Context: an optimization exercise on an open-source flow, tuned for small area, a short achievable clock period and few clock cycles. The choices shown serve that exercise and are no tape-out recipe.
Only simulation tests tie the RTL to the original design; equivalence was not proved.
No activity file was given, so power comes from the tool's default toggle rates.

try-pepper:
## fcodec
module fcodec (
    input  wire        clk,
    input  wire        rst,
    input  wire        bus_req,
    input  wire        bus_we,
    input  wire [1:0]  bus_size,    
    input  wire [11:0] bus_addr,
    input  wire [31:0] bus_wdata,
    output wire        bus_ready,
    output reg  [31:0] bus_rdata,
    output wire        bus_err
);
Size in the first run: ~17000 cells after synthesis, roughly 260000 µm² of cells after synthesis.
export LEC_CHECK = 0
export CAP_MARGIN = 30
export CORE_MARGIN = 2
export CORE_UTILIZATION = 40
export CTS_CLUSTER_DIAMETER = 100
export CTS_CLUSTER_SIZE = 20
export PLACE_DENSITY = 0.5
export SETUP_SLACK_MARGIN = 5
export SLEW_MARGIN = 30
create_clock -name core_clock -period 12.0 [get_ports {clk}]
run.sh (not shown) runs the stock make flow with config.mk's settings and CLKGATE_MAP_FILE= SYNTH_SCRIPT=/design/flow/synth_recipe.tcl, a recipe that flattens the netlist after the stock synthesis.
try-pepper: full flow OK, the timing, design-rule and antenna checks passed
Testbench counts of try-pepper, summed over its fixed seeds: cycles 138,024.
--- input diff try-pepper..try-quartz ---
==> flow/flow/run.sh (new file) <==
#!/bin/bash
# Layout: the standard ORFS flow (standard.sh), with timing-driven global
# placement weighting the most critical nets more strongly. ORFS writes each
# tool's output to its own logs (orfs/logs/...); make's output goes to
# make.log here.
set -euo pipefail
bash standard.sh finish \
  "GLOBAL_PLACEMENT_ARGS=-timing_driven_net_weight_max 10 -timing_driven_nets_percentage 3" \
  > make.log 2>&1
==> flow/standard.sh (new file) <==
#!/bin/bash
# synth_recipe.tcl (not shown) runs the flow's synth.tcl, then flattens the netlist and writes it again
# the make line also repeats each setting of config.mk as NAME=value (left out here)
make -C /OpenROAD-flow-scripts/flow DESIGN_CONFIG=/design/flow/config.mk WORK_HOME=/design/flow/orfs CLKGATE_MAP_FILE= SYNTH_SCRIPT=/design/flow/synth_recipe.tcl "${@:-finish}"
removed: flow/run.sh
try-quartz reached the end of the flow, and the finished layout is clean on the timing, design-rule and antenna checks. try-quartz vs. try-pepper: total non-filler cell area in the finished layout now larger, total power consumption of the routed design now larger, worst setup slack now smaller, via count now larger. Going from try-pepper to try-quartz, the largest vdd supply drop was found to have gone down by 36%. try-pepper ended up with bus_rdata[3] as its end of the critical path; try-quartz ended up with bus_rdata[5]. Going from try-pepper to try-quartz, non-filler instance count after layout grew slightly. Route | try-quartz vs try-pepper | wire longer in try-quartz. Growth of design area from synthesis to finish was lower in the run labelled try-pepper.
Here is what was changed in the inputs of try-maple compared with try-quartz.
Settings: swapping 0.5 for 0.58 in PLACE_DENSITY; swapping 40 for 47 in CORE_UTILIZATION.
==> flow/run.sh (new file) <==
#!/bin/bash
# synth_recipe.tcl (not shown) runs the flow's synth.tcl, then flattens the netlist and writes it again
# the make line also repeats each setting of config.mk as NAME=value (left out here)
make -C /OpenROAD-flow-scripts/flow DESIGN_CONFIG=/design/flow/config.mk WORK_HOME=/design/flow/orfs CLKGATE_MAP_FILE= SYNTH_SCRIPT=/design/flow/synth_recipe.tcl finish
removed: flow/flow/run.sh
removed: flow/standard.sh
Count of buffers not belonging to the clock network in the layout in try-maple is 9.9% lower than in try-quartz. Core utilization: try-maple vs try-quartz up 7.5 points. Lower required time of the worst setup path goes to try-quartz over try-maple.
[inputs] try-yarrow vs try-maple
Settings: swapping 47 for 40 in CORE_UTILIZATION; swapping 0.58 for 0.5 in PLACE_DENSITY.
==> flow/flow/run.sh (new file) <==
#!/bin/bash
# Layout: the standard ORFS flow (standard.sh), with timing-driven global
# placement weighting the most critical nets more strongly. ORFS writes each
# tool's output to its own logs (orfs/logs/...); make's output goes to
# make.log here.
set -euo pipefail
bash standard.sh finish \
  "GLOBAL_PLACEMENT_ARGS=-timing_driven_net_weight_max 5 -timing_driven_nets_percentage 5" \
  > make.log 2>&1
==> flow/standard.sh (new file) <==
#!/bin/bash
# synth_recipe.tcl (not shown) runs the flow's synth.tcl, then flattens the netlist and writes it again
# the make line also repeats each setting of config.mk as NAME=value (left out here)
make -C /OpenROAD-flow-scripts/flow DESIGN_CONFIG=/design/flow/config.mk WORK_HOME=/design/flow/orfs CLKGATE_MAP_FILE= SYNTH_SCRIPT=/design/flow/synth_recipe.tcl "${@:-finish}"
removed: flow/run.sh
### Flow results
- try-yarrow against try-maple: cell leakage power higher, cell depth of the worst flop-to-flop path lower, highest ir drop seen on vdd higher.
- Looking at critical path start-end classification, the in -> reg result is from try-maple; the in -> out one comes from try-yarrow.
- Of the two candidates, try-maple has the better finished layout cell area and try-yarrow the worse one.
- try-maple leaves more setup margin than try-yarrow.
- Taking try-yarrow as 1.0, try-maple lands at 1.08 on routability congestion estimate from global placement.
- try-yarrow vs try-maple, total wire length after detailed routing went up by 33000 µm.
- In the flow results for try-yarrow and try-maple, the post-route fraction of the period consumed by the critical path is larger on try-yarrow.
- Compared with try-maple, try-yarrow shows a post-route clock skew that is 22 ps lower.
The following lists how try-garnet was set up differently from try-yarrow:
==> flow/flow/run.sh <==
#!/bin/bash
# Layout: the standard ORFS flow (standard.sh), with the bus pins kept
# together on the top edge (flow/io.tcl). ORFS writes each tool's output to
# its own logs (orfs/logs/...); make's output goes to make.log here.
set -euo pipefail
bash standard.sh finish IO_CONSTRAINTS="$PWD/flow/io.tcl" > make.log 2>&1
==> flow/flow/io.tcl (new file) <==
# Keep the bus pins together in the middle of the top edge, so that the
# read-data and handshake logic between them stays compact.
set die [ord::get_db_block]
set w [expr {[[$die getDieArea] dx] / [$die getDbUnitsPerMicron]}]
set lo [expr {int($w * 0.35)}]
set hi [expr {int($w * 0.65)}]
set_io_pin_constraint -region top:$lo-$hi -pin_names {bus_req bus_we bus_size[0] bus_size[1] bus_addr[0] bus_addr[1] bus_addr[2] bus_addr[3] bus_addr[4] bus_addr[5] bus_addr[6] bus_addr[7] bus_addr[8] bus_addr[9] bus_addr[10] bus_addr[11] bus_rdata[0] bus_rdata[1] bus_rdata[2] bus_rdata[3] bus_rdata[4] bus_rdata[5] bus_rdata[6] bus_rdata[7] bus_rdata[8] bus_rdata[9] bus_rdata[10] bus_rdata[11] bus_rdata[12] bus_rdata[13] bus_rdata[14] bus_rdata[15] bus_rdata[16] bus_rdata[17] bus_rdata[18] bus_rdata[19] bus_rdata[20] bus_rdata[21] bus_rdata[22] bus_rdata[23] bus_rdata[24] bus_rdata[25] bus_rdata[26] bus_rdata[27] bus_rdata[28] bus_rdata[29] bus_rdata[30] bus_rdata[31] bus_ready bus_err bus_wdata[0] bus_wdata[1] bus_wdata[2] bus_wdata[3] bus_wdata[4] bus_wdata[5] bus_wdata[6] bus_wdata[7] bus_wdata[8] bus_wdata[9] bus_wdata[10] bus_wdata[11] bus_wdata[12] bus_wdata[13] bus_wdata[14] bus_wdata[15] bus_wdata[16] bus_wdata[17] bus_wdata[18] bus_wdata[19] bus_wdata[20] bus_wdata[21] bus_wdata[22] bus_wdata[23] bus_wdata[24] bus_wdata[25] bus_wdata[26] bus_wdata[27] bus_wdata[28] bus_wdata[29] bus_wdata[30] bus_wdata[31]}
Notes after the runs:
try-garnet vs. try-yarrow: critical path's largest stage delay now sits higher; final worst setup slack now sits lower; cell count now sits at about the same level; final cycle utilization of the critical path now sits higher; fraction of standard cell area in multi-input logic now sits at about the same level. Diff try-garnet..try-yarrow | post-detailed-placement cell area | negligible. Going from try-yarrow to try-garnet, weighted congestion at the end of routability-driven global placement moved down, design area level, power moved up, flip-flop and latch count level, reported sequential group power level.

==> re-timing with driven ports <==
How much do the figures lean on ideal ports? The routed layouts below were timed once more, with nothing changed but the port constraints. Step 1: set_driving_cell puts a clkbuf_16 on clk and a buf_2 on each other input, an assumption about the parent block. Step 2, shift: input delay + t, output delay - t, t = (earliest + latest rising clock arrival at the registers) / 2. This alone moves slack from input paths to output paths. Three values: ideal ports, drivers, drivers and shift; two values: the first two.
| run | t, ns | setup slack, ns | hold WS [ns] | clock arrival spread, ns |
|---|---|---|---|---|
| try-pepper | 1.220 | 4.737 / 4.269 / 3.506 | 0.466 / 0.466 / 0.466 | 0.104 / 0.105 |
| try-quartz | 1.229 | 4.615 / 4.188 / 3.383 | 0.462 / 0.462 / 0.462 | 0.099 / 0.099 |
| try-maple | 1.187 | 4.717 / 4.336 / 3.532 | 0.475 / 0.475 / 0.475 | 0.119 / 0.119 |
| try-yarrow | 1.240 | 4.687 / 4.287 / 3.271 | 0.464 / 0.464 / 0.464 | 0.095 / 0.095 |
| try-garnet | 1.216 | 4.605 / 4.329 / 3.574 | 0.471 / 0.471 / 0.471 | 0.156 / 0.156 |
After both steps every run listed still meets setup and hold. For try-yarrow, which loses most, drivers alone change the setup slack by -0.400 ns; drivers and shift together by -1.416 ns.
